Background: an optimization exercise with open tools, aiming at small area, a short achievable clock period and few clock cycles. Do not read the settings as production practice. In this exercise RTL edits were held to simulation tests only and were not proved equivalent to the original. Power is estimated from default activity; no workload was simulated.

==> design.v <==
module nope_enc37 (
    input  wire          clk,
    input  wire          rst,
    input  wire          start,
    input  wire [1023:0] value,
    output reg           ready,
    output reg           sym_valid,
    output reg  [5:0]    sym,
    output reg           sym_last
);
    localparam integer K  = 2;                   
    localparam integer N  = (1024 + K - 1) / K;  
    localparam integer W  = N * K;               
    localparam integer D  = 197;                 
    localparam integer NH = (D + 15) / 16;       
    reg  [W-1:0] inreg;     
    reg          busy;      
    reg  [8:0]   cnt;       
    wire         cnt_last = (cnt == N - 1);
    wire         accept   = start & ready & ~rst;
    always @(posedge clk) begin
        if (ready)
            inreg <= {{(W-1024){1'b0}}, value};
        else
            inreg <= {inreg[W-K-1:0], {K{1'b0}}};
    end
    reg        clear_r, clear_r2;  
    reg        em_active;          
    reg [7:0]  e;                  
    reg [NH-1:0] ph;               
    reg [15:0]   pl;
    reg        busy_n, em_n;
    reg [8:0]  cnt_n;
    reg [7:0]  e_n;
    always @* begin
        busy_n = busy;
        cnt_n  = cnt;
        if (accept) begin
            busy_n = 1'b1;
            cnt_n  = 9'd0;
        end else if (busy) begin
            cnt_n = cnt + 9'd1;
            if (cnt_last)
                busy_n = 1'b0;
        end
        em_n = em_active;
        e_n  = e;
        if (busy & cnt_last) begin
            em_n = 1'b1;
            e_n  = 8'd0;
        end else if (em_active) begin
            e_n = e + 8'd1;
            if (e == D - 1)
                em_n = 1'b0;
        end
        if (rst) begin
            busy_n = 1'b0;
            em_n   = 1'b0;
        end
    end
    wire clear_n = rst | clear_r;
    integer gh;
    always @(posedge clk) begin
        busy      <= busy_n;
        cnt       <= cnt_n;
        em_active <= em_n;
        e         <= e_n;
        ready     <= ~busy_n | (cnt_n == N - 1);
        clear_r   <= rst;
        clear_r2  <= clear_r;
        for (gh = 0; gh < NH; gh = gh + 1)
            ph[gh] <= clear_n | (em_n & (e_n[7:4] == gh));
        for (gh = 0; gh < 16; gh = gh + 1)
            pl[gh] <= clear_n | (e_n[3:0] == gh);
    end
    wire [K-1:0] chunk [0:D];    
    wire [5:0]   rsel  [0:D];    
    assign chunk[0] = busy ? inreg[W-1 -: K] : {K{1'b0}};
    genvar gi;
    generate
        for (gi = 0; gi < D; gi = gi + 1) begin : g_st
            reg  [5:0]   rem;
            reg  [K-1:0] q;
            wire         sel = ph[gi / 16] & pl[gi % 16];
            reg  [5:0]   x;
            reg  [5:0]   u;
            reg  [5:0]   cy;
            reg  [K-1:0] qn;
            integer j;
            always @* begin
                x = rem;
                for (j = K - 1; j >= 0; j = j - 1) begin
                    qn[j] = x[5] | (x[4] & (x[3] | x[2] | (x[1] & (x[0] | chunk[gi][j]))));
                    u     = {x[4:0], chunk[gi][j]};
                    cy[1] = u[0];
                    cy[2] = u[1] | cy[1];
                    cy[3] = u[2] & cy[2];
                    cy[4] = u[3] | cy[3];
                    cy[5] = u[4] | cy[4];
                    x[0]  = u[0] ^ qn[j];
                    x[1]  = u[1] ^ (qn[j] & ~cy[1]);
                    x[2]  = u[2] ^ (qn[j] & cy[2]);
                    x[3]  = u[3] ^ (qn[j] & ~cy[3]);
                    x[4]  = u[4] ^ (qn[j] & ~cy[4]);
                    x[5]  = u[5] ^ (qn[j] & cy[5]);
                end
            end
            always @(posedge clk) begin
                if (sel) begin
                    rem <= {{(6-K){1'b0}}, chunk[gi]};
                    q   <= {K{1'b0}};
                end else begin
                    rem <= x;
                    q   <= qn;
                end
            end
            assign chunk[gi + 1] = q;
            assign rsel[gi]      = {6{pl[gi % 16]}} & rem;
        end
    endgenerate
    reg  [5:0] rg [0:NH-1];
    reg        p1_valid, p1_first, p1_lastdig;
    integer gg, gl;
    reg [5:0] acc;
    always @(posedge clk) begin
        for (gg = 0; gg < NH; gg = gg + 1) begin
            acc = 6'd0;
            for (gl = 0; gl < 16; gl = gl + 1)
                if (gg * 16 + gl < D)
                    acc = acc | rsel[gg * 16 + gl];
            rg[gg] <= {6{ph[gg]}} & acc;
        end
    end
    reg [5:0] rall;
    always @* begin
        rall = 6'd0;
        for (gg = 0; gg < NH; gg = gg + 1)
            rall = rall | rg[gg];
    end
    reg        s_first, s_lastdig;
    reg  [5:0] csum;
    wire [6:0] cs_add  = {1'b0, csum} + {1'b0, sym};
    wire [5:0] cs_next = (cs_add >= 7'd37) ? (cs_add - 7'd37) : cs_add[5:0];
    always @(posedge clk) begin
        if (rst) begin
            p1_valid  <= 1'b0;
            sym_valid <= 1'b0;
            sym_last  <= 1'b0;
            s_lastdig <= 1'b0;
        end else begin
            p1_valid   <= em_active;
            p1_first   <= (e == 8'd0);
            p1_lastdig <= (e == D - 1);
            if (sym_valid & s_lastdig) begin
                sym       <= cs_next;
                sym_valid <= 1'b1;
                sym_last  <= 1'b1;
                s_lastdig <= 1'b0;
            end else begin
                sym       <= rall;
                sym_valid <= p1_valid;
                sym_last  <= 1'b0;
                s_first   <= p1_first;
                s_lastdig <= p1_valid & p1_lastdig;
            end
            if (sym_valid & ~sym_last)
                csum <= s_first ? sym : cs_next;
        end
    end
endmodule
==> run.sh <==
#!/bin/bash
# synth_recipe.tcl (not shown) runs the flow's synth.tcl, then flattens the netlist and writes it again
# the make line also repeats each setting of config.mk as NAME=value (left out here)
make -C /OpenROAD-flow-scripts/flow DESIGN_CONFIG=/design/flow/config.mk WORK_HOME=/design/flow/orfs CLKGATE_MAP_FILE= SYNTH_SCRIPT=/design/flow/synth_recipe.tcl finish
==> config.mk <==
export PLATFORM = sky130hd
export DESIGN_NAME = nope_enc37
export DESIGN_NICKNAME = nope_enc37
export VERILOG_FILES = /design/flow/design.v
export SDC_FILE = /design/flow/constraint.sdc
export NUM_CORES = 4
export LEC_CHECK = 0
export ABC_AREA = 1
export CAP_MARGIN = 20
export CORE_MARGIN = 2
export CORE_UTILIZATION = 60
export SLEW_MARGIN = 20
==> constraint.sdc <==
create_clock -name core_clock -period 5.0 [get_ports {clk}]
set_input_delay 1.0000 -clock core_clock [delete_from_list [all_inputs] [get_ports {clk}]]
set_output_delay 1.0000 -clock core_clock [all_outputs]
set_load 0.01 [all_outputs]
==> results.txt, run 1 <==
Outcome:
- The flow ran to the end and the layout has no timing, DRC or antenna violations.

Timing:
- The final count of hold timing violations is 0.
- Setup repair after global routing left no endpoint under its margin.
- Setup slack on the critical path of the routed design comes to 1.76 ns.
- Final hold analysis gives a worst-case slack of 0.406 ns.
- The clock period minus worst slack is 3.24 ns.
- The maximum clock skew at final layout is 0.0403 ns.
- The fmax is 309 MHz.
- The sum of negative setup slack is 0 ns.
- The final cycle utilization of the critical path is 64.8%.
- The final max-slew violation count came to 0.
- The transition at the pin with the smallest max-transition slack is 1.20 ns.
- The worst pin sits at a relative slew slack of 17.8%.
- The final setup violation count is 0.

Power:
- Net switching is 42.0% of the power.
- Of the total power, registers draw 32.6%.
- The combinational cell fraction of total power is 44.3%.
- Summed over all cells, the static leakage comes to 74.3 nW.
- The clock share of power is 23.1%.
- Cell internal power was estimated by the tool at 57.7 mW.
- Summed over all nets, the switching power comes to 41.9 mW.
- The peak ir drop on the vdd network is 0.397 mV.
- Dividing total power by cell area gives a power density of 631 nW/um^2.
- The total power is 99.6 mW.

Worst setup path:
- The most critical setup path has its endpoint at ready.
- The endpoint of the worst-slack reg-to-reg timing path is rg[11][0].
- The worst setup path is launched from a register.
- The largest delay contributor family on the critical path is buffers and inverters.
- The cell count along the critical path is 1.
- The worst setup path startpoint is ready.
- The signal arrival time at the worst endpoint is 2.24 ns.
- In this run the worst path has a maximum fanout of 36.
- The depth of the most critical reg-to-reg path is 5.
- The worst setup path is of the reg2out kind.
- The longest individual stage delay on the worst path is 0.67 ns.
- The required time of the worst setup path is 4.00 ns.
- The setup slack on the worst flop-to-flop path is 2.15 ns.
- Traced cell by cell, the critical path runs through clkdlybuf4s50_1.
- Among all stages on the critical path, the largest delay is contributed by sky130_fd_sc_hd__clkdlybuf4s50_1.
- The sort of element at the end of the critical path is an output pin.
- The beginning of the worst register-to-register path is pl[8].
- The number of buffers and inverters on the critical path is 1.

Clock network:
- The post-CTS resize count is 0.
- TritonCTS built the clock tree.
- The clock buffer count from CTS is 309.
- For the worst-skew pair, the clock arrives at the later sink with an insertion delay of 0.94 ns.
- The clock passes through at most 4 buffers.
- After clock tree synthesis, the flow added hold-fix buffers numbering 0.
- In this run the number of H-tree levels came out at 5.
- The setup fix buffers added after clock tree synthesis is 0.
- The clock slew at the register clock pins of the worst setup and hold paths is 0.06 ns.
- The clock root buffer is sky130_fd_sc_hd__clkbuf_16.
- Clock tree synthesis found a total of 2745 sinks.

Drt:
- Summing over every cut layer, the via total after detailed routing is 125k.
- The routed length per instance is 16.3 um.
- Summed over all layers, the routed wires come to 389000 um.
- The post-detailed-route DRC marker count is 0.
- The number of violations reported at the end of detailed-routing iteration 0 is 9110.
- After detailed routing, the number of vias per cell comes to 5.26.
- Once detail routing completed, the nets flagged for antenna violations numbered 0.
- Before antenna repair, the detailed router went through 6 iterations.

Floorplan:
- The overall die height is 477 um.
- The placeable core area is 222000 um^2.
- The starting density of the core is 60.4%.
- After floorplanning, the core was divided into 173 placement rows.
- The I/O pin total is 1036.
- The die is 477 um wide.
- The total die area is 227000 um^2.

Cells and area:
- The finished layout holds 23.9k standard cells, fillers aside.
- In the layout the commonest cells are 7779 x sky130_fd_sc_hd__nand2_1, 2712 x sky130_fd_sc_hd__dfxtp_1, 1995 x sky130_fd_sc_hd__inv_1.
- The layout has 18.9k filler cells.
- The area overhead of the layout relative to synthesis is 17.7%.
- Leaving out fill and tap cells, the most frequent cell in the layout is sky130_fd_sc_hd__nand2_1.
- The net total in the final layout is 22.1k.
- In the final layout, the share of cells above drive strength 1 is 9.25%.

Logic synthesis:
- Among all flip-flop cells after synthesis, the most frequent one is sky130_fd_sc_hd__dfxtp_1.
- The distinct cell type count of the synthesized netlist is 43.
- The area of the mapped netlist is 134000 um^2.
- For this run, asynchronously set or reset flops after synthesis account for 0%.
- The top cell type by area accounts for 40.7% of the synthesized area.
- The number of warnings issued by yosys is 2.
- After synthesis, the cell types taking the most area are sky130_fd_sc_hd__dfxtp_1 41%, sky130_fd_sc_hd__nand2_1 22%, sky130_fd_sc_hd__nand2_2 5.8%.
- Sequential cells were found to cover 41.1% of the synthesized design area.
- sky130_fd_sc_hd__dfxtp_1 takes more of the synthesized area than any other cell.
- The cell count after synthesis is 19.6k.
- In this run, synthesis inferred 15 flip-flops with an integrated enable.
- The synthesized flop and latch total is 2745.
- The number of nets handed over by synthesis was 21.0k.
- The average instance area after synthesis is 6.85 um^2.

Placed design:
- The count of buffers added on input and output ports is 1035.
- The last weighted congestion value of the routability-driven placer is 0.944.
- The HPWL after detailed placement is 287000 um.
- Including well taps, the total number of placed cells is 23.3k.
- The worst setup slack after placement is 1.90 ns.

Global routing:
- Summed over all layers, the global routing overflow is 0.
- The combined global-route utilization of all metal layers is 32.8%.
- The initial antenna violation count is 43.
- Entering global routing, the biggest net connects 234 pins.
- The via count of the first global-routing pass was 113k.
- The global-route wire length before repair is 602000 um.

Min path:
- In this run the worst hold path is classified as reg2reg.

Run:
- The count of max-cap constraint violations is 0.
==> logic make-up (layout without fill, tap and decap cells) <==
logic type	count (synthesis)	count (layout)	share of synthesized area [%]
fa+ha+maj	407	407	3.80
buf+inv	2638	3888	7.39
other cells	0	37	0
flops	2745	2745	41.1
compound gates	2683	2683	11.4
mux	1	1	0.00746
simple gates	10700	10700	33.7
xor+xnor	406	406	2.66
==> state kept, by name, summed over array words and instances, names as in the netlist, 6 cells and up <==
register,flops
cnt,9
csum,6
e,8
g_st.q,392
g_st.rem,1182
inreg,1024
ph,13
pl,16
rg,78
sym,6
==> cell usage after synthesis, types with 2 or more instances <==
cell type                   instances
sky130_fd_sc_hd__nor2_1           446
sky130_fd_sc_hd__a221oi_1         182
sky130_fd_sc_hd__clkinv_1         196
sky130_fd_sc_hd__xnor2_1            5
sky130_fd_sc_hd__nand2_2         1235
sky130_fd_sc_hd__nand3b_1           6
sky130_fd_sc_hd__edfxtp_1          15
sky130_fd_sc_hd__o2111ai_1         14
sky130_fd_sc_hd__o21ai_0          654
sky130_fd_sc_hd__a21oi_1         1265
sky130_fd_sc_hd__clkbuf_1         348
sky130_fd_sc_hd__xor2_1           400
sky130_fd_sc_hd__o31ai_1            3
sky130_fd_sc_hd__nand4_1            7
sky130_fd_sc_hd__a2111oi_0          2
sky130_fd_sc_hd__buf_1             42
sky130_fd_sc_hd__a22o_1            49
sky130_fd_sc_hd__a31oi_1          203
sky130_fd_sc_hd__ha_1             406
sky130_fd_sc_hd__inv_2             41
sky130_fd_sc_hd__nand3_1         1149
sky130_fd_sc_hd__or2_2              2
sky130_fd_sc_hd__nor3_1            19
sky130_fd_sc_hd__buf_2             11
sky130_fd_sc_hd__a41oi_1           52
sky130_fd_sc_hd__o221ai_1          32
sky130_fd_sc_hd__o22ai_1          167
sky130_fd_sc_hd__nand2_4            3
sky130_fd_sc_hd__nand2_1         7779
sky130_fd_sc_hd__dfxtp_1         2730
sky130_fd_sc_hd__nor4_1            15
sky130_fd_sc_hd__inv_1           2000
sky130_fd_sc_hd__nand3_2           56
sky130_fd_sc_hd__o211ai_1          15
sky130_fd_sc_hd__o21ai_1           23
sky130_fd_sc_hd__a211oi_1          20
==> per-stage QoR <==
| step | area, um^2 | util (%) |
|---|---|---|
| 2_1_floorplan | 134000 | - |
| 3_3_place_gp | 148000 | 66.4 |
| 3_5_place_dp | 148000 | 66.4 |
| 4_1_cts | 158000 | 71.0 |
| 5_1_grt | 158000 | 71.0 |
| 6_report | 158000 | 71.0 |
==> power by group through the flow <==
stage / clock (mW) / combinational [mW] / sequential [mW]
floorplan: 0 / 34.9 / 30.9
global placement: 0 / 42.4 / 32.6
detailed placement: 0 / 43.4 / 32.7
CTS: 23.3 / 43.8 / 32.3
global route: 24.3 / 50.7 / 32.9
finish: 23.0 / 44.2 / 32.4
==> layout make-up <==
type	count	area, um^2	area share, %
clock inverters	95	1160	0.738
flip-flops and latches	2745	55200	34.9
multi-input cells	14200	69200	43.8
inverters	2237	8410	5.33
diodes	37	92.6	0.0586
well taps	2975	3720	2.36
repair buffers	1118	11100	7.03
clock buffers	438	9070	5.74
==> per-layer routing <==
metal,global-route usage [%],part of all wire (%),up-vias
met1,41.6,42,56300
met4,13.8,4.4,12
met2,54.3,46,3800
met3,6.64,7.8,846
li1,-,-,64500
met5,0,0.021,-
==> worst min-delay path by stage <==
| stage | slack (ns) | cells past startpoint | end | startpoint |
|---|---|---|---|---|
| 2_1_floorplan | 0.40 | 2 | inreg[1000] | inreg[998] |
| 3_3_place_gp | 0.40 | 2 | inreg[377] | inreg[375] |
| 3_5_place_dp | 0.40 | 2 | inreg[190] | inreg[188] |
| 4_1_cts | 0.41 | 2 | inreg[218] | inreg[216] |
| 5_1_grt | 0.42 | 2 | inreg[29] | inreg[27] |
| 6_report | 0.41 | 2 | inreg[16] | inreg[14] |
==> tightest hold or removal path, stage by stage (launching register included) <==
cell,delay [ns]
sky130_fd_sc_hd__dfxtp_1,0.30
sky130_fd_sc_hd__nand2_1,0.05
sky130_fd_sc_hd__nand2_1,0.04
Testbench counts, summed over its fixed seeds: cycles 11,040.
==> inputs of run 2 (changes only) <==
--- a/design.v
+++ b/design.v
@@ -19,8 +19,9 @@
     wire         cnt_last = (cnt == N - 1);
+    reg          shift_r;   
     wire         accept   = start & ready & ~rst;
     always @(posedge clk) begin
-        if (ready)
+        if (shift_r)
+            inreg <= {inreg[W-K-1:0], {K{1'b0}}};
+        else
             inreg <= {{(W-1024){1'b0}}, value};
-        else
-            inreg <= {inreg[W-K-1:0], {K{1'b0}}};
     end
@@ -68,2 +69,3 @@
         ready     <= ~busy_n | (cnt_n == N - 1);
+        shift_r   <= busy_n & (cnt_n != N - 1);
         clear_r   <= rst;
--- a/config.mk
+++ b/config.mk
@@ -10,3 +10,4 @@
 export CORE_MARGIN = 2
-export CORE_UTILIZATION = 60
+export CORE_UTILIZATION = 65
+export SETUP_SLACK_MARGIN = 2.3
 export SLEW_MARGIN = 20
==> run 2 against run 1 <==
Still clean on timing, DRC and antenna. Area after synthesis increased by 1.3%. Count of clock-buffer cells in the layout decreased by 10. Global-route usage increased by 0.71 points. Worst setup slack improved by 0.44 ns. Sequential share of layout area decreased by 0.37 points. Via count decreased by 6.0%. Power increased by 5.9%. Critical path depth increased by 4. Critical path type is now reg2reg. Highest routed layer unchanged.
==> results.txt, run 2 <==
Outcome:
- The flow ran to the end and the layout has no timing, DRC or antenna violations.

Drt:
- The vias after detailed routing is 118k.
- The pre-antenna-repair detailed-routing pass consisted of 9 iterations.
- The final wirelength is 370000 um.
- In the routed design, unresolved DRC markers number 0.
- The number of violations reported at the end of detailed-routing iteration 0 is 8606.
- Dividing the detail-routed wire length by the instance count gives 17.1 um.
- The count of nets left with antenna violations once routing finished came out at 0.
- The via density per instance is 5.43.

Power:
- Power spread over the standard cell area amounts to 660 nW/um^2.
- The power share of the sequential group is 31.2%.
- Net switching is 42.8% of the power.
- The static leakage is 70.6 nW.
- The combinational cell fraction of total power is 46.8%.
- The peak ir drop on the vdd network is 0.483 mV.
- The internal portion of the total power is 60.3 mW.
- The design draws 105 mW.
- The total net switching power is 45.1 mW.
- The clock share of power is 22.0%.

Placed design:
- The congestion estimate from routability-driven global placement came to 0.937.
- The number of placed instances, taps included, is 21.1k.
- During placement, the flow inserted port buffers numbering 1035.
- Prior to clock tree synthesis, the placed netlist has a worst setup slack of 1.77 ns.
- The total half-perimeter wirelength after legalization and detailed placement is 265000 um.

Timing:
- The worst setup margin is 2.20 ns.
- The worst hold slack is 0.421 ns.
- Setup repair after global routing could not meet its margin everywhere.
- The maximum clock skew at final layout is 0.0684 ns.
- Headroom to the max-slew limit came out at 22.2%.
- In the final timing run, aggregate negative setup slack is 0 ns.
- The fmax is 357 MHz.
- The final setup violation count is 0.
- The final cycle utilization of the critical path is 55.9%.
- The final count of hold timing violations is 0.
- The transition at the pin with the smallest max-transition slack is 1.17 ns.
- The worst path in the final design needs a cycle of 2.80 ns, including I/O delays and setup.
- The final max-slew violation count came to 0.

Clock network:
- The number of hold buffers added after CTS was 0.
- For this design, the sink count on the clock tree is 2746.
- The CTS tree is done.
- At the later pin of the worst-skew pair, clock insertion delay measures 0.97 ns.
- The number of buffers between clock root and the deepest sink is 4.
- Clock tree synthesis selected as its root buffer the cell sky130_fd_sc_hd__clkbuf_16.
- Clock-pin slew was measured on the worst setup and hold paths at 0.07 ns.
- In this run, CTS created clock tree buffers numbering 305.
- The clock tree synthesis step divided the H-tree into 5 levels.

Global routing:
- The via count of the first global-routing pass came to 111k.
- The global-route wire length before repair is 575000 um.
- Entering global routing, the biggest net connects 195 pins.
- After global routing the overflow that remains totals 0.
- The combined global-route utilization of all metal layers is 33.5%.
- The initial antenna violation count is 33.

Floorplan:
- The die is 461 um tall.
- The floorplan has 167 rows.
- Once the floorplan was initialized, standard cells occupied 65.5% of the core.
- 1036 I/O pins were placed.
- In this run the horizontal extent of the chip is 461 um.
- The die covers 213000 um^2.
- The placeable core area is 207000 um^2.

Logic synthesis:
- Averaged over all synthesized cells, the footprint is 7.77 um^2.
- Synthesis handed over a netlist of 17.5k instances.
- The area of the mapped netlist is 136000 um^2.
- Yosys attributes the largest share of cell area to sky130_fd_sc_hd__dfxtp_1 40%, sky130_fd_sc_hd__nand2_1 13%, sky130_fd_sc_hd__mux2_2 8.5%.
- Among all flip-flop cells after synthesis, the most frequent one is sky130_fd_sc_hd__dfxtp_1.
- The number of flops mapped to enable cells by yosys is 15.
- The most common cell in the synthesized netlist is sky130_fd_sc_hd__nand2_1.
- Sorting the synthesized cells by how often they occur yields 4577 x sky130_fd_sc_hd__nand2_1, 2731 x sky130_fd_sc_hd__dfxtp_1, 1967 x sky130_fd_sc_hd__inv_1, 1349 x sky130_fd_sc_hd__nand2_2, 1208 x sky130_fd_sc_hd__a21oi_1.
- The fraction of the yosys area taken by sequential cells is 40.5%.
- For this run, the number of Yosys warnings is 2.
- The synthesized flop and latch total is 2746.
- The dominant cell type by area after synthesis is sky130_fd_sc_hd__dfxtp_1.
- The synthesized net count is 18.9k.
- For this run, asynchronously set or reset flops after synthesis account for 0%.
- After synthesis, the netlist uses 47 different library cells.
- The area share of the largest cell type after synthesis is 40.2%.

Worst setup path:
- The signal arrival time at the worst endpoint is 3.60 ns.
- The largest individual stage delay along the critical path comes from the cell sky130_fd_sc_hd__clkinv_2.
- The maximum fanout encountered on the critical timing path is 25.
- The longest individual stage delay on the worst path is 0.80 ns.
- The type of the setup path with the least slack is reg2reg.
- Data on the critical path is required at its endpoint by 5.81 ns.
- The worst setup path is captured at a register.
- The critical path goes through clkinv_2 -> buf_12 -> o2111ai_1 -> nor2_1 -> a31oi_1.
- STA classifies the critical path startpoint as a register.

Cells and area:
- The final non-filler cell total is 21.7k.
- The area overhead of the layout relative to synthesis is 17.4%.
- In the layout the commonest cells are 4576 x sky130_fd_sc_hd__nand2_1, 2712 x sky130_fd_sc_hd__dfxtp_1, 1964 x sky130_fd_sc_hd__inv_1.
- In the final layout, the share of cells above drive strength 1 is 18.0%.
- The largest registers in the layout are g_st.rem x1182, inreg x1024, g_st.q x392.
- The register with the most flip-flops in the layout has 1182 of them.
- The net total in the final layout is 20.1k.
- The register with the highest flop count is g_st.rem.
- The library cell used most frequently in the layout, excluding fill and tap cells, is sky130_fd_sc_hd__nand2_1.

Min path:
- The path class of the tightest hold or removal check is reg2reg.

Run:
- Across the run, the number of max-cap violations was 0.
run 2: changes by cell type after synthesis, sizes merged, moves of 5 or more:
cell	change
a2111oi	+8
a211oi	-16
a41oi	+5
buf	+101
clkbuf	-216
inv	+10
mux2	+1022
nand2	-2989
nand3	+5
o2111ai	+9
o211ai	-6
o21ai	+24
o221ai	-21
o22ai	-22
run 2: path summary, 6_finish.rpt:
| kind | cells past startpoint | end | slack, ns | startpoint |
|---|---|---|---|---|
| setup reg to reg | 5 | rg[10][5] | 2.20 | pl[7] |
| setup / recovery | 5 | rg[10][5] | 2.20 | pl[7] |
| hold reg to reg | 1 | inreg[819] | 0.42 | inreg[817] |
| hold / removal | 1 | inreg[819] | 0.42 | inreg[817] |
run 2: final cells by class:
| type | instances | area, um^2 |
|---|---|---|
| Clock buffer | 428 | 8800 |
| Inverter | 2244 | 8440 |
| Tap cell | 2788 | 3490 |
| Clock inverter | 110 | 1460 |
| Antenna cell | 32 | 80.1 |
| Sequential cell | 2746 | 55200 |
| Timing Repair Buffer | 1107 | 10900 |
| Multi-Input combinational cell | 12200 | 71300 |
| Fill cell | 15400 | 47800 |
run 2: through the flow:
stage / instance area (um^2) / utilization [%]
floorplan: 136000 / -
global placement: 149000 / 71.9
detailed placement: 149000 / 71.9
CTS: 160000 / 76.9
global route: 160000 / 76.9
finish: 160000 / 77.0
run 2: critical path, delay by kind of cell, from the launching register on:
kind                   cells  cell delay (ns)
AOI/OAI and AO/OA          2             0.55
buffers and inverters      2             1.26
DFF                        1             0.69
and+or+nand+nor            1             0.10
run 2: power by group through the flow:
stage	registers (mW)	logic, mW	clock network (mW)
3_3_place_gp	33.1	47.1	0
2_1_floorplan	31.1	39.5	0
3_5_place_dp	33.1	48.4	0
5_1_grt	33.4	56.2	24.2
4_1_cts	32.8	49.0	23.4
6_report	32.9	49.4	23.1
run 2: metal layers:
| layer | GRT usage, % | part of all wire, % | vias to the layer above | wire, um |
|---|---|---|---|---|
| met5 | 0 | 0.0043 | - | 16 |
| met4 | 14.1 | 4.2 | 2 | 15400 |
| met3 | 6.38 | 7.2 | 872 | 26500 |
| met2 | 57.8 | 48 | 3606 | 178000 |
| met1 | 40.7 | 41 | 53900 | 151000 |
| li1 | - | - | 59400 | - |
run 2: cells by family (layout without fill, tap and decap cells):
kind of cell    count (synthesis)  after routing  share of synthesized area [%]
other cells                     0             32                              0
mux                          1023           1023                           8.47
simple gates                 7738           7738                           26.3
flops                        2746           2746                           40.5
buf+inv                      2530           3889                           7.09
xor+xnor                      404            404                           2.61
fa+ha+maj                     407            407                           3.75
compound gates               2662           2662                           11.2
run 2: repair_timing:
item                       in CTS  in global routing
setup endpoints to repair      13                 19
cloned                          0                  0
resized for setup              16                 15
setup buffers                   3                  1
pin swaps                       0                  1
Testbench counts of run 2, summed over its fixed seeds: cycles 11,040.
==> inputs of run 3 (changes only) <==
--- a/design.v
+++ b/design.v
@@ -119,3 +119,3 @@
             assign chunk[gi + 1] = q;
-            assign rsel[gi]      = {6{pl[gi % 16]}} & rem;
+            assign rsel[gi]      = {6{sel}} & rem;
         end
@@ -132,3 +132,3 @@
                     acc = acc | rsel[gg * 16 + gl];
-            rg[gg] <= {6{ph[gg]}} & acc;
+            rg[gg] <= acc;
         end
@@ -141,31 +141,29 @@
     end
-    reg        s_first, s_lastdig;
-    reg  [5:0] csum;
-    wire [6:0] cs_add  = {1'b0, csum} + {1'b0, sym};
-    wire [5:0] cs_next = (cs_add >= 7'd37) ? (cs_add - 7'd37) : cs_add[5:0];
+    reg        s_first, s_lastdig, cs_pending;
+    reg  [6:0] csum;
+    wire       cs_ge   = (csum >= 7'd37);
+    wire [6:0] cs_low  = cs_ge ? (csum - 7'd37) : csum;    
+    wire [6:0] cs_next = cs_low + {1'b0, sym};              
     always @(posedge clk) begin
         if (rst) begin
-            p1_valid  <= 1'b0;
-            sym_valid <= 1'b0;
-            sym_last  <= 1'b0;
-            s_lastdig <= 1'b0;
+            p1_valid   <= 1'b0;
+            sym_valid  <= 1'b0;
+            sym_last   <= 1'b0;
+            s_lastdig  <= 1'b0;
+            cs_pending <= 1'b0;
         end else begin
             p1_valid   <= em_active;
-            p1_first   <= (e == 8'd0);
-            p1_lastdig <= (e == D - 1);
-            if (sym_valid & s_lastdig) begin
-                sym       <= cs_next;
-                sym_valid <= 1'b1;
-                sym_last  <= 1'b1;
-                s_lastdig <= 1'b0;
-            end else begin
-                sym       <= rall;
-                sym_valid <= p1_valid;
-                sym_last  <= 1'b0;
-                s_first   <= p1_first;
-                s_lastdig <= p1_valid & p1_lastdig;
-            end
-            if (sym_valid & ~sym_last)
-                csum <= s_first ? sym : cs_next;
+            sym_valid  <= p1_valid | cs_pending;
+            sym_last   <= cs_pending;
+            s_lastdig  <= p1_valid & p1_lastdig;
+            cs_pending <= sym_valid & s_lastdig;
         end
+        p1_first   <= (e == 8'd0);
+        p1_lastdig <= (e == D - 1);
+        s_first    <= p1_first;
+        sym        <= cs_pending ? cs_low[5:0] : rall;
+        if (s_first)
+            csum <= {1'b0, sym};
+        else
+            csum <= cs_next;
     end
--- a/config.mk
+++ b/config.mk
@@ -11,3 +11,3 @@
 export CORE_UTILIZATION = 65
-export SETUP_SLACK_MARGIN = 2.3
+export SETUP_SLACK_MARGIN = 2.4
 export SLEW_MARGIN = 20
==> run 3 against run 2 <==
Still clean. Clock power decreased by 2%. Count of clock-buffer cells in the layout down 7. Sequential share of layout area barely moved. Critical path type unchanged.
==> results.txt, run 3 <==
Timing:
- The transition at the pin with the smallest max-transition slack is 1.21 ns.
- In the finished design, the share of the clock period the worst path needs comes to 52.0%.
- Setup repair after global routing could not meet its margin everywhere.
- For the final database, setup skew stands at 0.0654 ns.
- The final max-slew violation count is 0.
- The clock period minus worst slack is 2.60 ns.
- The worst setup margin is 2.40 ns.
- The sum of negative setup slack is 0 ns.
- The fmax is 385 MHz.
- The final count of hold timing violations is 0.
- The worst-case headroom to the max-slew limit is 19.6%.
- Setup violations remaining at the end of the flow were counted as 0.

Drt:
- Dividing the detail-routed via count by the number of cells gives 5.44.
- The vias after detailed routing is 118k.
- In the final routed layout, each cell accounts on average for 16.9 um.
- The number of detailed-route iterations in the first pass is 6.
- In this run the remaining antenna-violating nets after routing total 0.
- In the routed design, unresolved DRC markers number 0.
- The first routing iteration left 8790 violations.
- The final wirelength is 366000 um.

Clock network:
- In this run the clock root is driven by a sky130_fd_sc_hd__clkbuf_16.
- Clock-pin slew was measured on the worst setup and hold paths at 0.06 ns.
- The number of H-tree branching levels is 5.
- The longest clock path from root to sink contains 4 buffers.
- TritonCTS created 307 clock buffers.
- The later-pin clock latency in the skew report is 0.95 ns.
- TritonCTS built the clock tree.
- The number of clock sinks is 2748.
- In this run, post-CTS hold repair placed 0 buffers.

Floorplan:
- The I/O pin total is 1036.
- The number of cell rows is 167.
- In this run the horizontal extent of the chip is 461 um.
- Once the floorplan was initialized, standard cells occupied 65.5% of the core.
- The placeable core area is 207000 um^2.
- The total die area is 213000 um^2.
- The floorplan step set the die height to 461 um.

Global routing:
- For met2 alone, demand over resource in global routing was 55.6%.
- The via count of the first global-routing pass came to 110k.
- The initial antenna violation count is 42.
- Global routing used 33.1% of the available tracks.
- For met3 alone, demand over resource in global routing was 6.80%.
- The global-route wire length before repair is 571000 um.
- The peak-usage layer in the global routing report is met2.
- The pin count of the biggest net entering global routing is 100.
- The leftover overflow at the end of global routing is 0.
- In the global route stage, met1 resource usage came out at 40.7%.

Placed design:
- The count of buffers inserted at the top-level ports is 1035.
- At the placement stage, the worst setup path has a slack of 2.16 ns.
- Detailed placement ended at an HPWL of 265000 um.
- The last weighted congestion value of the routability-driven placer is 0.944.

Cells and area:
- The area overhead of the layout relative to synthesis is 17.4%.
- The net total in the final layout is 20.0k.
- Fill cells in the final layout number 15.3k.
- The register with the most flip-flops in the final layout is g_st.rem.
- The largest registers in the layout are g_st.rem x1182, inreg x1024, g_st.q x392.
- The register with the most flip-flops in the layout has 1182 of them.
- The ratio of cells with drive above 1 in the final layout is 17.6%.
- The most common cell after layout, fill and taps aside is sky130_fd_sc_hd__nand2_1.
- In the layout the commonest cells are 4544 x sky130_fd_sc_hd__nand2_1, 2719 x sky130_fd_sc_hd__dfxtp_1, 2200 x sky130_fd_sc_hd__inv_1.

Outcome:
- The flow ran to the end and the layout has no timing, DRC or antenna violations.

Worst setup path:
- Data on the critical path arrives at its endpoint at 3.43 ns.
- Grouping stages by cell kind, the critical path spends the most delay in flip-flops.
- Counting both buffers and inverters, the worst setup path holds a total of 1.
- STA puts the critical path data required time at 5.83 ns.
- The type of element launching the critical path is a register.
- The maximum fanout encountered on the critical timing path is 13.
- Walking the worst path, the cells encountered are nand2_1 -> inv_1 -> nand2_1 -> o2111ai_1 -> a221oi_1 -> o2111ai_1.
- The type of the setup path with the least slack is reg2reg.
- The sort of element at the end of the critical path is a register.
- The cell with the largest stage delay on the worst path is sky130_fd_sc_hd__dfxtp_2.
- The longest individual stage delay on the worst path is 1.09 ns.

Logic synthesis:
- During synthesis, Yosys emitted a total of 2 warnings.
- The most common cell in the synthesized netlist is sky130_fd_sc_hd__nand2_1.
- In the synthesized netlist, the number of instances is 17.5k.
- The predominant post-synthesis flop cell is sky130_fd_sc_hd__dfxtp_1.
- The average instance area after synthesis is 7.75 um^2.
- The synthesized net count is 18.9k.
- Synthesis inferred 2748 register bits.
- After synthesis, the cell types taking the most area are sky130_fd_sc_hd__dfxtp_1 41%, sky130_fd_sc_hd__nand2_1 13%, sky130_fd_sc_hd__mux2_2 8.5%.
- Yosys mapped the design onto 46 distinct sky130hd cell types.
- The dominant cell type by area after synthesis is sky130_fd_sc_hd__dfxtp_1.
- The number of flops mapped to enable cells by yosys is 0.
- After synthesis, the share of flip-flops with an asynchronous set or reset is 0%.
- Summed over its instances, the top area cell type makes up 40.5% of the synthesized netlist area.
- By count the netlist is led by 4558 x sky130_fd_sc_hd__nand2_1, 2748 x sky130_fd_sc_hd__dfxtp_1, 2205 x sky130_fd_sc_hd__inv_1, 1253 x sky130_fd_sc_hd__nand2_2, 1219 x sky130_fd_sc_hd__a21oi_1.
- The synthesized netlist occupies a cell area of 136000 um^2.
- The fraction of the yosys area taken by sequential cells is 40.5%.

Power:
- The static leakage is 70.6 nW.
- The internal portion of the total power is 58.7 mW.
- The worst-case IR drop observed on VDD is 0.440 mV.
- Per report_power, the sequential group accounts for 31.6% of the total.
- In this run switching power makes up 42.2% of total power.
- In this run the power spent charging and discharging nets is 42.9 mW.
- Of the total power, the clock network draws 22.3%.
- The combinational cell fraction of total power is 46.1%.
- Power spread over the standard cell area amounts to 637 nW/um^2.

Run:
- The tool flagged a number of max-cap violations equal to 0.

Min path:
- The worst hold path belongs to the class reg2reg.
-- run 3: cell count changes after synthesis, moves of 77 or more --
cell | before | now
sky130_fd_sc_hd__buf_2 | 117 | 194
sky130_fd_sc_hd__clkinv_1 | 193 | 33
sky130_fd_sc_hd__inv_1 | 1967 | 2205
sky130_fd_sc_hd__inv_2 | 84 | 6
sky130_fd_sc_hd__nand2_2 | 1349 | 1253
sky130_fd_sc_hd__o22ai_1 | 145 | 260
-- run 3: final timing paths --
path                  from         to  slack (ns)  cells after the start
hold reg to reg   p1_first    s_first        0.36                      0
hold / removal    p1_first    s_first        0.36                      0
setup / recovery     pl[3]  rg[10][2]        2.40                      6
setup reg to reg     pl[3]  rg[10][2]        2.40                      6
-- run 3: repair_timing --
| item | 4_1_cts | 5_1_grt |
|---|---|---|
| pin swaps | 0 | 10 |
| endpoints found under the hold margin | 0 | 0 |
| buffers inserted | 0 | 12 |
| resized for setup | 46 | 116 |
| endpoints found under the setup margin | 14 | 85 |
-- run 3: cell families (layout without fill, tap and decap cells) --
kind of cell,count (synthesis),count (layout),share of synthesized area [%]
simple gates,7780,7780,26.8
flops,2748,2748,40.5
compound gates,2590,2590,10.6
buf+inv,2567,3856,7.28
mux,1022,1022,8.47
fa+ha+maj,407,407,3.76
xor+xnor,401,401,2.59
other cells,0,40,0
-- run 3: routing by layer --
| metal | routed length, um | up-vias |
|---|---|---|
| met1 | 151000 | 54200 |
| met5 | 56 | - |
| met2 | 170000 | 3492 |
| met4 | 18000 | 8 |
| li1 | - | 59200 |
| met3 | 27100 | 836 |
-- run 3: through the flow --
step | area, um^2 | utilization, % | hold WS, ns | cells | power, mW
after global routing | 159000 | 76.9 | 0.369 | 21600 | 110
final | 159000 | 76.9 | 0.363 | 21600 | 102
after detailed placement | 149000 | 71.6 | 0.338 | 21100 | 77.5
after global placement | 149000 | 71.6 | 0.333 | 21100 | 76.4
after CTS | 159000 | 76.5 | 0.363 | 21600 | 101
after floorplan | 136000 | - | 0.310 | 17500 | 67.3
-- run 3: area by class of cell --
| class | instances | area (um^2) | area share, % |
|---|---|---|---|
| Multi-Input combinational cell | 12200 | 71500 | 44.9 |
| Sequential cell | 2748 | 55100 | 34.5 |
| Timing Repair Buffer | 1087 | 10800 | 6.79 |
| Clock buffer | 421 | 8820 | 5.53 |
| Inverter | 2244 | 8430 | 5.28 |
| Tap cell | 2788 | 3490 | 2.19 |
| Clock inverter | 104 | 1220 | 0.768 |
| Antenna cell | 40 | 100 | 0.0628 |
-- run 3: power by group through the flow --
stage | sequential [mW] | clock, mW | combinational, mW
2_1_floorplan | 30.7 | 0 | 36.6
3_3_place_gp | 32.3 | 0 | 44.2
3_5_place_dp | 32.3 | 0 | 45.2
4_1_cts | 31.9 | 22.9 | 45.8
5_1_grt | 32.7 | 23.8 | 53.1
6_report | 32.1 | 22.7 | 46.8
Testbench counts of run 3, summed over its fixed seeds: cycles 11,044.
==> inputs of run 4 (changes only) <==
--- a/config.mk
+++ b/config.mk
@@ -11,2 +11,4 @@
 export CORE_UTILIZATION = 65
+export CTS_CLUSTER_DIAMETER = 50
+export CTS_CLUSTER_SIZE = 24
 export SETUP_SLACK_MARGIN = 2.4
==> run 4 against run 3 <==
Utilization shrank 0.34 points. Via count down 0.62%. Design area down 0.45%. Final cell count decreased by 0.23%. Routed wire length down 1.5%. Critical path type is now reg2out.
==> results.txt, run 4 <==
Outcome:
- The flow ran to the end and the layout has no timing, DRC or antenna violations.

Drt:
- The routed length per instance is 16.7 um.
- The number of violations reported at the end of detailed-routing iteration 0 is 8717.
- The post-route antenna net violation count is 0.
- After detailed routing, the number of vias per cell comes to 5.42.
- After detailed routing, the wire length on met1 is 149000 um.
- For this run, design rule violations remaining after detail routing come to 0.
- The uppermost metal layer occupied by signal nets is met5.
- For this block, the routed nets add up to 360000 um of wire.
- Across all layers, the routed design uses 117k vias.
- The met2 layer wire length in the routed design is 168000 um.
- The length of routed met3 wiring is 26200 um.
- The number of detailed-route iterations in the first pass is 6.

Floorplan:
- After floorplanning, the core was sized to cover 207000 um^2.
- For this configuration, the core starts out at a cell density of 65.5%.
- After floorplanning, the core was divided into 167 placement rows.
- During I/O placement, the number of pins put on the boundary was 1036.
- The die span in x is 461 um.
- In this run the vertical extent of the chip is 461 um.
- The total die area is 213000 um^2.

Min path:
- The worst min-delay path category is reg2reg.
- The startpoint of the worst hold path is p1_first.
- The worst hold path cell count is 0.
- The sink of the worst hold path is s_first.

Logic synthesis:
- The average instance area after synthesis is 7.75 um^2.
- By count the netlist is led by 4558 x sky130_fd_sc_hd__nand2_1, 2748 x sky130_fd_sc_hd__dfxtp_1, 2205 x sky130_fd_sc_hd__inv_1, 1253 x sky130_fd_sc_hd__nand2_2, 1219 x sky130_fd_sc_hd__a21oi_1.
- Of all flip-flops after synthesis, the portion carrying an async set or reset was 0%.
- The fraction of the yosys area taken by sequential cells is 40.5%.
- In this run, synthesis produced a sequential element count of 2748.
- The most common cell in the synthesized netlist is sky130_fd_sc_hd__nand2_1.
- The number of warnings issued by yosys is 2.
- The number of flops mapped to enable cells by yosys is 0.
- The synthesized net count is 18.9k.
- Sorting the synthesized cells by area gives the leading types as sky130_fd_sc_hd__dfxtp_1 41%, sky130_fd_sc_hd__nand2_1 13%, sky130_fd_sc_hd__mux2_2 8.5%.
- The area of the mapped netlist is 136000 um^2.
- The cell count after synthesis is 17.5k.
- The number of different library cells used by synthesis comes to 46.
- The dominant cell type by area after synthesis is sky130_fd_sc_hd__dfxtp_1.
- Among all flip-flop cells after synthesis, the most frequent one is sky130_fd_sc_hd__dfxtp_1.
- The share of synthesized area in the top cell type comes to 40.5%.

Clock network:
- The CTS tree is done.
- The clock root buffer is sky130_fd_sc_hd__clkbuf_16.
- The number of buffers between clock root and the deepest sink is 4.
- The clock buffer count from CTS is 274.
- The clock slew at the register clock pins of the worst setup and hold paths is 0.07 ns.
- The quantity of hold-fixing buffers added after cts is 0.
- The number of clock sinks is 2748.
- CTS built an H-tree with a depth of 5.
- The later-pin clock latency in the skew report is 0.95 ns.

Cells and area:
- The top cell types in the final layout, fill and taps aside, are 4550 x sky130_fd_sc_hd__nand2_1, 2721 x sky130_fd_sc_hd__dfxtp_1, 2199 x sky130_fd_sc_hd__inv_1.
- The largest registers in the layout are g_st.rem x1182, inreg x1024, g_st.q x392.
- The area overhead of the layout relative to synthesis is 16.9%.
- The final non-filler cell area is 159000 um^2.
- The register with the highest flop count is g_st.rem.
- For this run, the share of the core covered by cells in the final layout is 76.5%.
- The most common cell after layout, fill and taps aside is sky130_fd_sc_hd__nand2_1.
- At the end of the flow, the number of nets in the layout was 20.0k.
- The ratio of cells with drive above 1 in the final layout is 17.6%.
- The flip-flop count of the largest register after layout is 1182.

Worst setup path:
- The number of cells on the worst reg-to-reg path is 6.
- The required time of the worst setup path is 4.00 ns.
- The endpoint of the worst-slack reg-to-reg timing path is rg[8][0].
- In this run the register-to-register setup slack is 2.43 ns.
- The worst setup path is launched from a register.
- The type of the setup path with the least slack is reg2out.
- The signal arrival time at the worst endpoint is 1.57 ns.
- Traced cell by cell, the critical path runs through buf_2.
- The number of buffers and inverters on the critical path is 1.
- For this run, the slowest stage of the critical path takes 0.40 ns.
- The cell with the largest stage delay on the worst path is sky130_fd_sc_hd__dfxtp_1.
- In this run the critical register-to-register path is launched from pl[9].
- The sort of element at the end of the critical path is an output pin.
- Broken down by cell family, the worst path's largest delay share belongs to flip-flops.
- Of all nets on the critical path, the largest fanout is 3.

Global routing:
- The initial antenna violation count was 30.
- Entering global routing, the biggest net connects 100 pins.
- The global-route wire length before repair is 563000 um.
- Global routing used 32.7% of the available tracks across all layers.
- The via count of the first global-routing pass was 109k.
- Global routing finished with a remaining overflow of 0.

Timing:
- The worst hold slack is 0.359 ns.
- The fmax is 389 MHz.
- Setup repair after global routing could not meet its margin everywhere.
- For the pin with the worst max-slew slack, the measured transition is 1.21 ns.
- The sum of negative setup slack is 0 ns.
- The worst pin sits at a relative slew slack of 19.1%.
- The final max-slew violation count was 0.
- The final count of hold timing violations is 0.
- The final cycle utilization of the critical path is 51.4%.
- Setup violations remaining at the end of the flow were counted as 0.
- For the final database, setup skew stands at 0.0540 ns.
- Counting I/O delays and the setup requirement, the final critical path takes 2.57 ns.

Placed design:
- In this run the tool buffered the top-level ports with 1035 buffer cells.
- The last weighted congestion value of the routability-driven placer is 0.944.
- The placed standard-cell area is 149000 um^2.
- Summed over all nets, the half-perimeter wirelength after detailed placement is 265000 um.

Power:
- Dividing total power by cell area gives a power density of 632 nW/um^2.
- Sequential cells burn 32.0% of the power.
- After layout, the design draws a total of 100 mW.
- The combinational cell fraction of total power is 46.6%.
- The worst-case IR drop observed on VDD is 0.479 mV.
- The design internal power is 57.1 mW.
- The total net switching power is 43.2 mW.
- Per report_power, the clock group accounts for 21.4% of the total.
- The proportion of total power due to net switching is 43.1%.
- The static leakage is 70.2 nW.

Run:
- The tool flagged a number of max-cap violations equal to 0.
==> run 4: cell types whose count changed in the layout (fill, tap and decap cells not counted), moves of 17 or more <==
cell	change
sky130_fd_sc_hd__clkinv_8	+17
sky130_fd_sc_hd__clkbuf_16	-28
sky130_fd_sc_hd__clkbuf_8	-44
sky130_fd_sc_hd__clkbuf_1	-30
sky130_fd_sc_hd__clkinv_2	-39
sky130_fd_sc_hd__inv_8	+25
sky130_fd_sc_hd__clkinv_4	+22
sky130_fd_sc_hd__inv_6	+22
==> run 4: cell type report <==
cell class	count	area (um^2)
diodes	33	82.6
clock buffers	319	7400
clock inverters	155	1900
fillers	15600	48700
inverters	2244	8430
multi-input cells	12200	71500
flip-flops and latches	2748	55100
well taps	2788	3490
repair buffers	1096	10900
==> run 4: per-stage QoR <==
stage,setup slack [ns],instances
after floorplan,2.57,17500
after global placement,2.19,21100
after detailed placement,2.16,21100
after CTS,2.16,21500
after global routing,2.26,21600
final,2.43,21600
==> run 4: repair_timing <==
item	in CTS	in global routing
pin swaps	0	18
setup buffers	0	21
resized for setup	45	113
setup endpoints to repair	14	90
gates cloned	0	0
==> run 4: power groups by stage <==
| stage | logic (mW) | registers [mW] | clock network (mW) |
|---|---|---|---|
| final | 46.7 | 32.1 | 21.5 |
| after global routing | 53.1 | 32.6 | 22.6 |
| after CTS | 45.7 | 31.9 | 21.7 |
| after detailed placement | 45.2 | 32.3 | 0 |
| after global placement | 44.2 | 32.3 | 0 |
| after floorplan | 36.6 | 30.7 | 0 |
==> run 4: per-layer routing <==
metal  vias to the layer above  track usage, %
met1                     53800            40.2
met2                      3308            55.0
met3                       771            6.76
li1                      59100               -
met5                         -               0
met4                         4            14.8
==> run 4: worst max path at each step <==
stage	startpoint	end	slack (ns)	cells after the start
finish	sym[3]	sym[3]	2.43	1
CTS	sym[1]	sym[1]	2.16	1
global placement	rst	shift_r	2.19	11
floorplan	csum[0]	csum[5]	2.57	16
global route	csum[0]	csum[5]	2.26	18
detailed placement	rst	shift_r	2.16	11
==> run 4: cells by family after synthesis <==
kind of cell	synth area share, %
compound gates	10.6
flops	40.5
fa+ha+maj	3.76
xor+xnor	2.59
mux	8.47
buf+inv	7.28
simple gates	26.8
==> inputs of run 5 (changes only) <==
--- a/config.mk
+++ b/config.mk
@@ -10,5 +10,5 @@
 export CORE_MARGIN = 2
-export CORE_UTILIZATION = 65
-export CTS_CLUSTER_DIAMETER = 50
-export CTS_CLUSTER_SIZE = 24
+export CORE_UTILIZATION = 70
+export CTS_CLUSTER_DIAMETER = 60
+export CTS_CLUSTER_SIZE = 30
 export SETUP_SLACK_MARGIN = 2.4
==> run 5 against run 4 <==
Critical endpoint is now rg[10][2]. Non-clock buffer count is 20 lower. Sequential share of layout area rose by 0.80 points. Combinational power barely moved. Sequential power is essentially flat. Synthesized cell count stayed put. Routed wire length up 0.50%. Worst hold slack worse by 0.024 ns.
==> results.txt, run 5 <==
Outcome:
- The flow ran to the end and the layout has no timing, DRC or antenna violations.

Logic synthesis:
- In the synthesized netlist the async set-or-reset flop fraction comes to 0%.
- The predominant post-synthesis flop cell is sky130_fd_sc_hd__dfxtp_1.
- Yosys attributes the largest share of cell area to sky130_fd_sc_hd__dfxtp_1 41%, sky130_fd_sc_hd__nand2_1 13%, sky130_fd_sc_hd__mux2_2 8.5%.
- Counting distinct cell types in the post-synthesis netlist gives 46.
- The most common cell in the synthesized netlist is sky130_fd_sc_hd__nand2_1.
- Synthesis handed over a netlist of 17.5k instances.
- Averaged over all synthesized cells, the footprint is 7.75 um^2.
- The area share of the largest cell type after synthesis is 40.5%.
- After synthesis, the most frequently instantiated cells are 4558 x sky130_fd_sc_hd__nand2_1, 2748 x sky130_fd_sc_hd__dfxtp_1, 2205 x sky130_fd_sc_hd__inv_1, 1253 x sky130_fd_sc_hd__nand2_2, 1219 x sky130_fd_sc_hd__a21oi_1.
- Summed over all instances, the cell type with the most area after synthesis is sky130_fd_sc_hd__dfxtp_1.
- The number of warnings issued by yosys is 2.
- The synthesized flop and latch total is 2748.
- Of the synthesized area, sequential elements account for 40.5%.
- The number of nets in the synthesized netlist is 18.9k.
- The cell area that synthesis handed to floorplanning was 136000 um^2.
- The synthesized design contains 0 enable-type register cells.

Clock network:
- The H-tree was split into 4 levels.
- The quantity of hold-fixing buffers added after cts is 0.
- TritonCTS built the clock tree.
- Counting along the longest clock path gives a buffer depth of 3.
- TritonCTS created 177 clock buffers.
- The clock root buffer is sky130_fd_sc_hd__clkbuf_16.
- Clock-pin slew was measured on the worst setup and hold paths at 0.11 ns.
- The number of clock sinks is 2748.
- At the later pin of the worst-skew pair, clock insertion delay measures 0.87 ns.

Cells and area:
- For this run, the post-layout net count is 19.9k.
- The final non-filler cell area is 155000 um^2.
- The ratio of cells with drive above 1 in the final layout is 16.8%.
- The library cells used most frequently in the layout, excluding fill and tap cells, are 4553 x sky130_fd_sc_hd__nand2_1, 2715 x sky130_fd_sc_hd__dfxtp_1, 2200 x sky130_fd_sc_hd__inv_1.
- The area overhead of the layout relative to synthesis is 14.3%.
- Counting flops per register, the top entry is g_st.rem.
- The flip-flop count of the largest register after layout is 1182.
- The largest registers in the layout are g_st.rem x1182, inreg x1024, g_st.q x392.
- Leaving out fill and tap cells, the most frequent cell in the layout is sky130_fd_sc_hd__nand2_1.

Floorplan:
- The die covers 198000 um^2.
- The die span in x is 444 um.
- The starting density of the core is 70.5%.
- In this run the core area contains 161 standard-cell rows.
- The placeable core area is 193000 um^2.
- Measured along the y axis, the die boundary spans 444 um.
- The I/O pin total is 1036.

Placed design:
- Buffers placed on the I/O ports in this run total 1035.
- The last weighted congestion value of the routability-driven placer is 0.960.
- After legalization and detailed placement, the total HPWL measured 265000 um.
- After detailed placement, the total cell area comes to 148000 um^2.

Worst setup path:
- The critical path is of the reg2reg type.
- The required time of the worst setup path is 5.76 ns.
- The number of buffers and inverters on the critical path is 1.
- On the critical path the largest part of the delay comes from flip-flops.
- The worst setup path is launched from a register.
- Walking the worst path, the cells encountered are nand2_1 -> inv_1 -> nand2_1 -> o2111ai_1 -> a211oi_1 -> o2111ai_1.
- Of all nets on the critical path, the largest fanout is 13.
- The cell with the largest stage delay on the worst path is sky130_fd_sc_hd__dfxtp_2.
- STA puts the critical path data arrival time at 3.41 ns.
- The longest individual stage delay on the worst path is 1.10 ns.
- The sort of element at the end of the critical path is a register.

Timing:
- The transition at the pin with the smallest max-transition slack is 1.28 ns.
- Hold is met by 0.334 ns.
- The sum of negative setup slack is 0 ns.
- The clock period could shrink to 2.66 ns.
- Setup repair after global routing could not meet its margin everywhere.
- Derived from the worst setup path, the maximum achievable clock frequency is 376 MHz.
- Dividing the final minimum period by the clock period gives 53.1%.
- The final max-slew violation count is 0.
- The final setup violation count is 0.
- The final count of hold timing violations is 0.
- The worst pin sits at a relative slew slack of 13.9%.
- The maximum clock skew at final layout is 0.0432 ns.

Drt:
- The post-route antenna net violation count is 0.
- In the routed design, unresolved DRC markers number 0.
- The final layout contains routed wiring with a total length of 362000 um.
- The routed length per instance is 17.1 um.
- The first TritonRoute pass finished after 6 iterations.
- The number of violations reported at the end of detailed-routing iteration 0 is 9500.
- The via density per instance is 5.55.
- The vias after detailed routing is 117k.

Global routing:
- The combined global-route utilization of all metal layers is 35.1%.
- The via count of the first global-routing pass is 110k.
- For this run the aggregate overflow at the end of global routing stands at 0.
- The global-route wire length before repair is 564000 um.
- The initial antenna violation count is 41.
- The pin count of the biggest net entering global routing is 182.

Run:
- The tool flagged a number of max-cap violations equal to 0.

Power:
- The peak ir drop on the vdd network is 0.446 mV.
- Dividing total power by cell area gives a power density of 615 nW/um^2.
- The static leakage is 68.7 nW.

Min path:
- The worst hold path belongs to the class reg2reg.
[run 5: cell count changes in the layout (fill, tap and decap cells not counted), sizes merged]
cell and delta:
clkinv -15, dlygate4sd2 +5, diode +2, clkdlybuf4s15 +1
inv +15, buf -24, bufinv -13, clkinvlp -6
clkbuf -127
[run 5: cell families after synthesis]
family	Yosys count	share of synthesized area [%]
simple gates	7780	26.8
flops	2748	40.5
compound gates	2590	10.6
buf+inv	2567	7.28
mux	1022	8.47
fa+ha+maj	407	3.76
xor+xnor	401	2.59
[run 5: layer usage]
| metal | wire length, um | track usage, % | vias to the layer above |
|---|---|---|---|
| met2 | 170000 | 59.5 | 3639 |
| met5 | 25 | 0 | - |
| met3 | 26100 | 6.78 | 812 |
| li1 | - | - | 58900 |
| met1 | 148000 | 43.1 | 54200 |
| met4 | 17800 | 16.1 | 4 |
[run 5: what timing repair did]
item                       in CTS  in global routing
buffers inserted                0                 16
pin swaps                       0                 19
resized for setup              33                 92
setup endpoints to repair      12                 71
cloned                          0                  0
[run 5: layout make-up]
type | count | area [um^2]
fill | 13100 | 37400
timing repair buffer | 1076 | 10700
sequential | 2748 | 55100
multi-input combinational | 12200 | 71400
clock inverter | 136 | 1700
antenna | 35 | 87.6
inverter | 2244 | 8420
clock buffer | 194 | 4650
tap | 2526 | 3160
[run 5: worst register-to-register path, cell delays in order (launching register included)]
cell and delay [ns]:
sky130_fd_sc_hd__dfxtp_2 1.10, sky130_fd_sc_hd__nand2_1 0.49, sky130_fd_sc_hd__inv_1 0.43, sky130_fd_sc_hd__nand2_1 0.09
sky130_fd_sc_hd__o2111ai_1 0.13, sky130_fd_sc_hd__a211oi_1 0.16, sky130_fd_sc_hd__o2111ai_1 0.13
[run 5: worst paths after layout]
| path | start | end | slack (ns) | cells after the start |
|---|---|---|---|---|
| setup / recovery | pl[9] | rg[10][2] | 2.34 | 6 |
| hold reg to reg | p1_first | s_first | 0.33 | 0 |
| hold / removal | p1_first | s_first | 0.33 | 0 |
| setup reg to reg | pl[9] | rg[10][2] | 2.34 | 6 |
[run 5: per-stage QoR]
step / setup WS [ns] / utilization (%) / power, mW / std cells
floorplan: 2.57 / - / 67.3 / 17500
global placement: 2.22 / 76.9 / 76.2 / 20800
detailed placement: 2.18 / 76.9 / 77.5 / 20800
CTS: 2.41 / 80.2 / 94.4 / 21100
global route: 2.25 / 80.6 / 103 / 21200
finish: 2.34 / 80.6 / 95.5 / 21200
[run 5: power by group]
| part | total (mW) | internal [mW] | switching [mW] |
|---|---|---|---|
| combinational | 47.0 | 17.3 | 29.7 |
| clock | 16.4 | 7.53 | 8.88 |
| sequential | 32.1 | 27.8 | 4.30 |
==> inputs of run 6 (changes only) <==
--- a/design.v
+++ b/design.v
@@ -15,3 +15,10 @@
     localparam integer NH = (D + 15) / 16;       
-    reg  [W-1:0] inreg;     
+    reg  [W-1:0] inreg;
+    wire [W-1:0] pol;       
+    genvar pi;
+    generate
+        for (pi = 0; pi < W; pi = pi + 1) begin : g_pol
+            assign pol[pi] = (pi / K) % 2;
+        end
+    endgenerate
     reg          busy;      
@@ -23,5 +30,5 @@
         if (shift_r)
-            inreg <= {inreg[W-K-1:0], {K{1'b0}}};
+            inreg <= ~{inreg[W-K-1:0], {K{1'b1}}};
         else
-            inreg <= {{(W-1024){1'b0}}, value};
+            inreg <= {{(W-1024){1'b0}}, value} ^ pol;
     end
@@ -79,3 +86,3 @@
     wire [5:0]   rsel  [0:D];    
-    assign chunk[0] = busy ? inreg[W-1 -: K] : {K{1'b0}};
+    assign chunk[0] = busy ? (inreg[W-1 -: K] ^ pol[W-1 -: K]) : {K{1'b0}};
     genvar gi;
--- a/config.mk
+++ b/config.mk
@@ -10,5 +10,5 @@
 export CORE_MARGIN = 2
-export CORE_UTILIZATION = 70
-export CTS_CLUSTER_DIAMETER = 60
-export CTS_CLUSTER_SIZE = 30
+export CORE_UTILIZATION = 65
+export CTS_CLUSTER_DIAMETER = 50
+export CTS_CLUSTER_SIZE = 24
 export SETUP_SLACK_MARGIN = 2.4
==> run 6 against run 5 <==
Sequential share of layout area grew 0.23 points. Largest power group unchanged. Combinational power fell by 4.5%. Non-clock buffer count grew 12. Synthesized cell count grew 1.4%. Sequential cell count did not move. Count of clock-buffer cells in the layout is 72 higher. Design area fell by 0.61%. Global-route usage decreased by 1.2 points.
==> results.txt, run 6 <==
Outcome:
- The flow ran to the end and the layout has no timing, DRC or antenna violations.

Logic synthesis:
- The synthesized design devotes to its leading area cell type 41.8% of total area.
- The cell count after synthesis is 17.8k.
- Each instance of the synthesized netlist takes up on average 7.41 um^2.
- The dominant cell type by area after synthesis is sky130_fd_sc_hd__dfxtp_1.
- Summing the areas of all xor and xnor instances in the mapped netlist gives 2.75% of the synthesized area.
- The synthesized netlist devotes 3.88% of its cell area to adder and majority cells.
- Summing the sequential cell areas from Yosys gives 41.8% of the chip area.
- The simple-gate area share of the yosys netlist is 27.2%.
- In the synthesized netlist, the cells that appear most often are 4976 x sky130_fd_sc_hd__nand2_1, 2748 x sky130_fd_sc_hd__dfxtp_1, 2046 x sky130_fd_sc_hd__inv_1, 1257 x sky130_fd_sc_hd__a21oi_1, 1171 x sky130_fd_sc_hd__nand2_2.
- By area the synthesized netlist is led by sky130_fd_sc_hd__dfxtp_1 42%, sky130_fd_sc_hd__nand2_1 14%, sky130_fd_sc_hd__inv_1 5.8%.
- The synthesized flop and latch total is 2748.
- The most common cell in the synthesized netlist is sky130_fd_sc_hd__nand2_1.
- The number of flops mapped to enable cells by yosys is 0.
- The share of synthesized flip-flops with an asynchronous set or reset is 0%.
- After synthesis, the largest family of logic cells by area is simple AND/OR/NAND/NOR gates.
- The predominant post-synthesis flop cell is sky130_fd_sc_hd__dfxtp_1.
- The area of the mapped netlist is 132000 um^2.
- The synthesized netlist devotes 13.2% of its cell area to compound gates.
- Multiplexer cells account for 3.89% of the synthesized area.
- The number of nets in the synthesized netlist is 19.2k.
- The distinct cell type count of the synthesized netlist is 46.
- For this run, the number of Yosys warnings is 2.

Placed design:
- The last weighted congestion value of the routability-driven placer is 0.951.
- In this run the cell area measured after placement is 144000 um^2.
- The count of buffers inserted at the top-level ports is 1035.
- Summed over all nets, the half-perimeter wirelength after detailed placement is 271000 um.
- At the placement stage, the worst setup path has a slack of 1.97 ns.

Cells and area:
- The sequential cell area in the final layout is 55100 um^2.
- The ratio of cells with drive above 1 in the final layout is 11.4%.
- The net total in the final layout is 20.2k.
- Relative to the synthesized area, the layout overhead comes to 17.2%.
- Summing all non-filler instances in the final layout gives an area of 154000 um^2.
- The largest registers in the layout are g_st.rem x1182, inreg x1024, g_st.q x392.
- The area taken by multi-input logic gates is 67900 um^2.
- The top cell types in the final layout, fill and taps aside, are 4952 x sky130_fd_sc_hd__nand2_1, 2707 x sky130_fd_sc_hd__dfxtp_1, 2037 x sky130_fd_sc_hd__inv_1.
- The register with the highest flop count is g_st.rem.
- The number of filler cells placed in the layout is 15.4k.
- The register with the most flip-flops in the layout has 1182 of them.
- Leaving out fill and tap cells, the most frequent cell in the layout is sky130_fd_sc_hd__nand2_1.

Global routing:
- The first global-routing pass estimated 564000 um of wire.
- For met3 alone, demand over resource in global routing was 6.15%.
- In the global route stage, met1 resource usage came out at 44.5%.
- The pin count of the biggest net entering global routing is 149.
- For this run, the total global-route usage over all layers was measured as 33.9%.
- The via count of the first global-routing pass is 108k.
- For this run the aggregate overflow at the end of global routing stands at 0.
- The met2 usage is 55.5%.
- met2 is the most crowded layer.
- The initial antenna violation count came to 37.

Power:
- The peak ir drop on the vdd network is 0.477 mV.
- The static leakage is 69.6 nW.
- The power density over the cells is 631 nW/um^2.

Worst setup path:
- By startpoint and endpoint, the worst setup path is classified as reg2reg.
- The worst setup path is launched from a register.
- Broken down by cell family, the worst path's largest delay share belongs to flip-flops.
- The signal arrival time at the worst endpoint is 3.37 ns.
- The signal on the critical path passes through nand2_1 -> inv_1 -> a221oi_1 -> nand3_1.
- The cell with the largest stage delay on the worst path is sky130_fd_sc_hd__dfxtp_2.
- The longest individual stage delay on the worst path is 1.10 ns.
- Along the worst path, the maximum fanout reaches 13.
- The required time of the worst setup path is 5.75 ns.
- Counting both buffers and inverters, the worst setup path holds a total of 1.
- The worst setup path is captured at a register.

Clock network:
- The clock slew at the register clock pins of the worst setup and hold paths is 0.07 ns.
- The clock drives 2748 sinks.
- The number of H-tree branching levels is 4.
- At the later pin of the worst-skew pair, clock insertion delay measures 0.89 ns.
- The number of buffers between clock root and the deepest sink is 3.
- TritonCTS built the clock tree.
- The clock buffer count from CTS is 237.
- The clock root buffer is sky130_fd_sc_hd__clkbuf_16.

Timing:
- Setup violations remaining at the end of the flow were counted as 0.
- The transition at the pin with the smallest max-transition slack is 1.19 ns.
- Clock skew on the completed layout was measured at 0.0262 ns.
- In the final timing run, aggregate negative setup slack is 0 ns.
- Timing would allow up to 382 MHz.
- Measured against its own limit, the worst slew margin works out to 20.7%.
- The worst path needs 2.62 ns of the cycle, external delays included.
- Setup slack closes at 2.38 ns.
- Setup repair after global routing could not meet its margin everywhere.
- The final count of hold timing violations was 0.
- The final cycle utilization of the critical path is 52.4%.
- The final max-slew violation count was 0.

Drt:
- The post-route antenna net violation count is 0.
- In the routed layout, each cell is associated on average with a via count of 5.50.
- The post-detailed-route DRC marker count is 0.
- Wires add up to 365000 um.
- After detailed routing, the average wire length per cell comes to 16.8 um.
- The number of violations reported at the end of detailed-routing iteration 0 is 10.2k.
- The first detailed-routing pass ran for 10 iterations.
- Summing over every cut layer, the via total after detailed routing is 119k.

Floorplan:
- The I/O pin total is 1036.
- The die span in x is 454 um.
- The total die area is 206000 um^2.
- The placeable core area is 202000 um^2.
- Once the floorplan was initialized, standard cells occupied 65.2% of the core.
- After floorplanning, the core was divided into 165 placement rows.
- The floorplan step set the die height to 454 um.

Run:
- Max-cap violations in this run came to 0.

Min path:
- The worst hold path belongs to the class reg2reg.
[run 6: cell count changes after synthesis, sizes merged, moves of 26 or more]
cell	previous run	this run
mux2	1022	0
o21ai	685	1250
mux2i	0	512
nand2	5988	6162
clkbuf	119	242
buf	204	86
inv	2211	2135
nand3b	3	78
nand3	1232	1181
clkinv	33	83
o22ai	260	308
nor2	455	410
a21oi	1238	1264
[run 6: metrics by stage]
| stage | std cells | power, mW | hold slack (ns) | utilization (%) |
|---|---|---|---|---|
| 6_report | 21700 | 97.4 | 0.331 | 76.5 |
| 5_1_grt | 21700 | 105 | 0.336 | 76.5 |
| 3_3_place_gp | 21200 | 74.4 | 0.312 | 71.6 |
| 4_1_cts | 21600 | 96.1 | 0.330 | 75.9 |
| 3_5_place_dp | 21200 | 75.4 | 0.312 | 71.6 |
| 2_1_floorplan | 17800 | 65.1 | 0.310 | - |
[run 6: layout make-up]
class	count	area share, %
diodes	24	0.0389
clock inverters	186	1.63
well taps	2672	2.17
flip-flops and latches	2748	35.7
clock buffers	266	4.04
multi-input cells	12500	44.0
inverters	2218	5.40
repair buffers	1088	7.01
[run 6: logic make-up (layout without fill, tap and decap cells)]
family / after synthesis / count (layout)
XOR/XNOR: 413 / 413
adder cells (fa/ha/maj): 407 / 407
AND/OR/NAND/NOR: 7942 / 7942
AO/OA/AOI/OAI: 3186 / 3186
buffers and inverters: 2546 / 3758
flip-flops: 2748 / 2748
other: 0 / 24
multiplexers: 512 / 512
[run 6: power by group]
part | total (mW) | switching, mW | internal [mW]
Combinational | 44.9 | 28.8 | 16.2
Clock | 20.4 | 9.69 | 10.7
Sequential | 32.1 | 4.25 | 27.8
Total | 97.4 | 42.7 | 54.7
[run 6: final timing paths]
check	slack, ns	to	startpoint	cells after the start
setup / recovery	2.38	rg[10][3]	pl[4]	4
hold / removal	0.33	s_first	p1_first	0
setup reg to reg	2.38	rg[10][3]	pl[4]	4
hold reg to reg	0.33	s_first	p1_first	0
[run 6: timing repair]
item | CTS | global route
pin swaps | 1 | 14
setup buffers | 0 | 18
hold endpoints to repair | 0 | 0
resized for setup | 54 | 176
setup endpoints to repair | 16 | 131
hold buffers | 0 | 0
[run 6: per-layer routing]
metal	part of all wire, %	vias up
met2	46	3669
met4	3.9	26
li1	-	59900
met5	0.052	-
met1	43	54800
met3	7.6	762
Testbench counts of run 6, summed over its fixed seeds: cycles 11,044.

==> port drivers added, routing unchanged <==
No port has a modelled driver above. Below, the same layouts with a new extraction and two added sets of constraints.
Step 1: set_driving_cell puts a clkbuf_16 on clk and a buf_2 on each other input, an assumption about the parent block.
Step 2 also shifts input and output timing later by t, the mid clock arrival at the registers, as if the neighbouring blocks saw the same clock.
Slacks: ideal ports / drivers / drivers and shift; pairs: ideal ports / drivers.
| run | t (ns) | setup WS [ns] | worst setup path at the end |
|---|---|---|---|
| run 1 | 1.001 | 1.761 / 1.686 / 1.657 | input to register |
| run 2 | 1.032 | 2.203 / 2.203 / 1.694 | input to register |
| run 3 | 1.022 | 2.400 / 2.329 / 1.934 | input to register |
| run 4 | 1.020 | 2.428 / 2.325 / 2.050 | input to register |
| run 5 | 0.952 | 2.343 / 2.340 / 2.017 | input to register |
| run 6 | 0.956 | 2.379 / 2.321 / 1.905 | input to register |
After both steps every run listed still meets setup and hold. For run 2, which loses most, drivers alone change the setup slack by 0.000 ns; drivers and shift together by -0.509 ns.
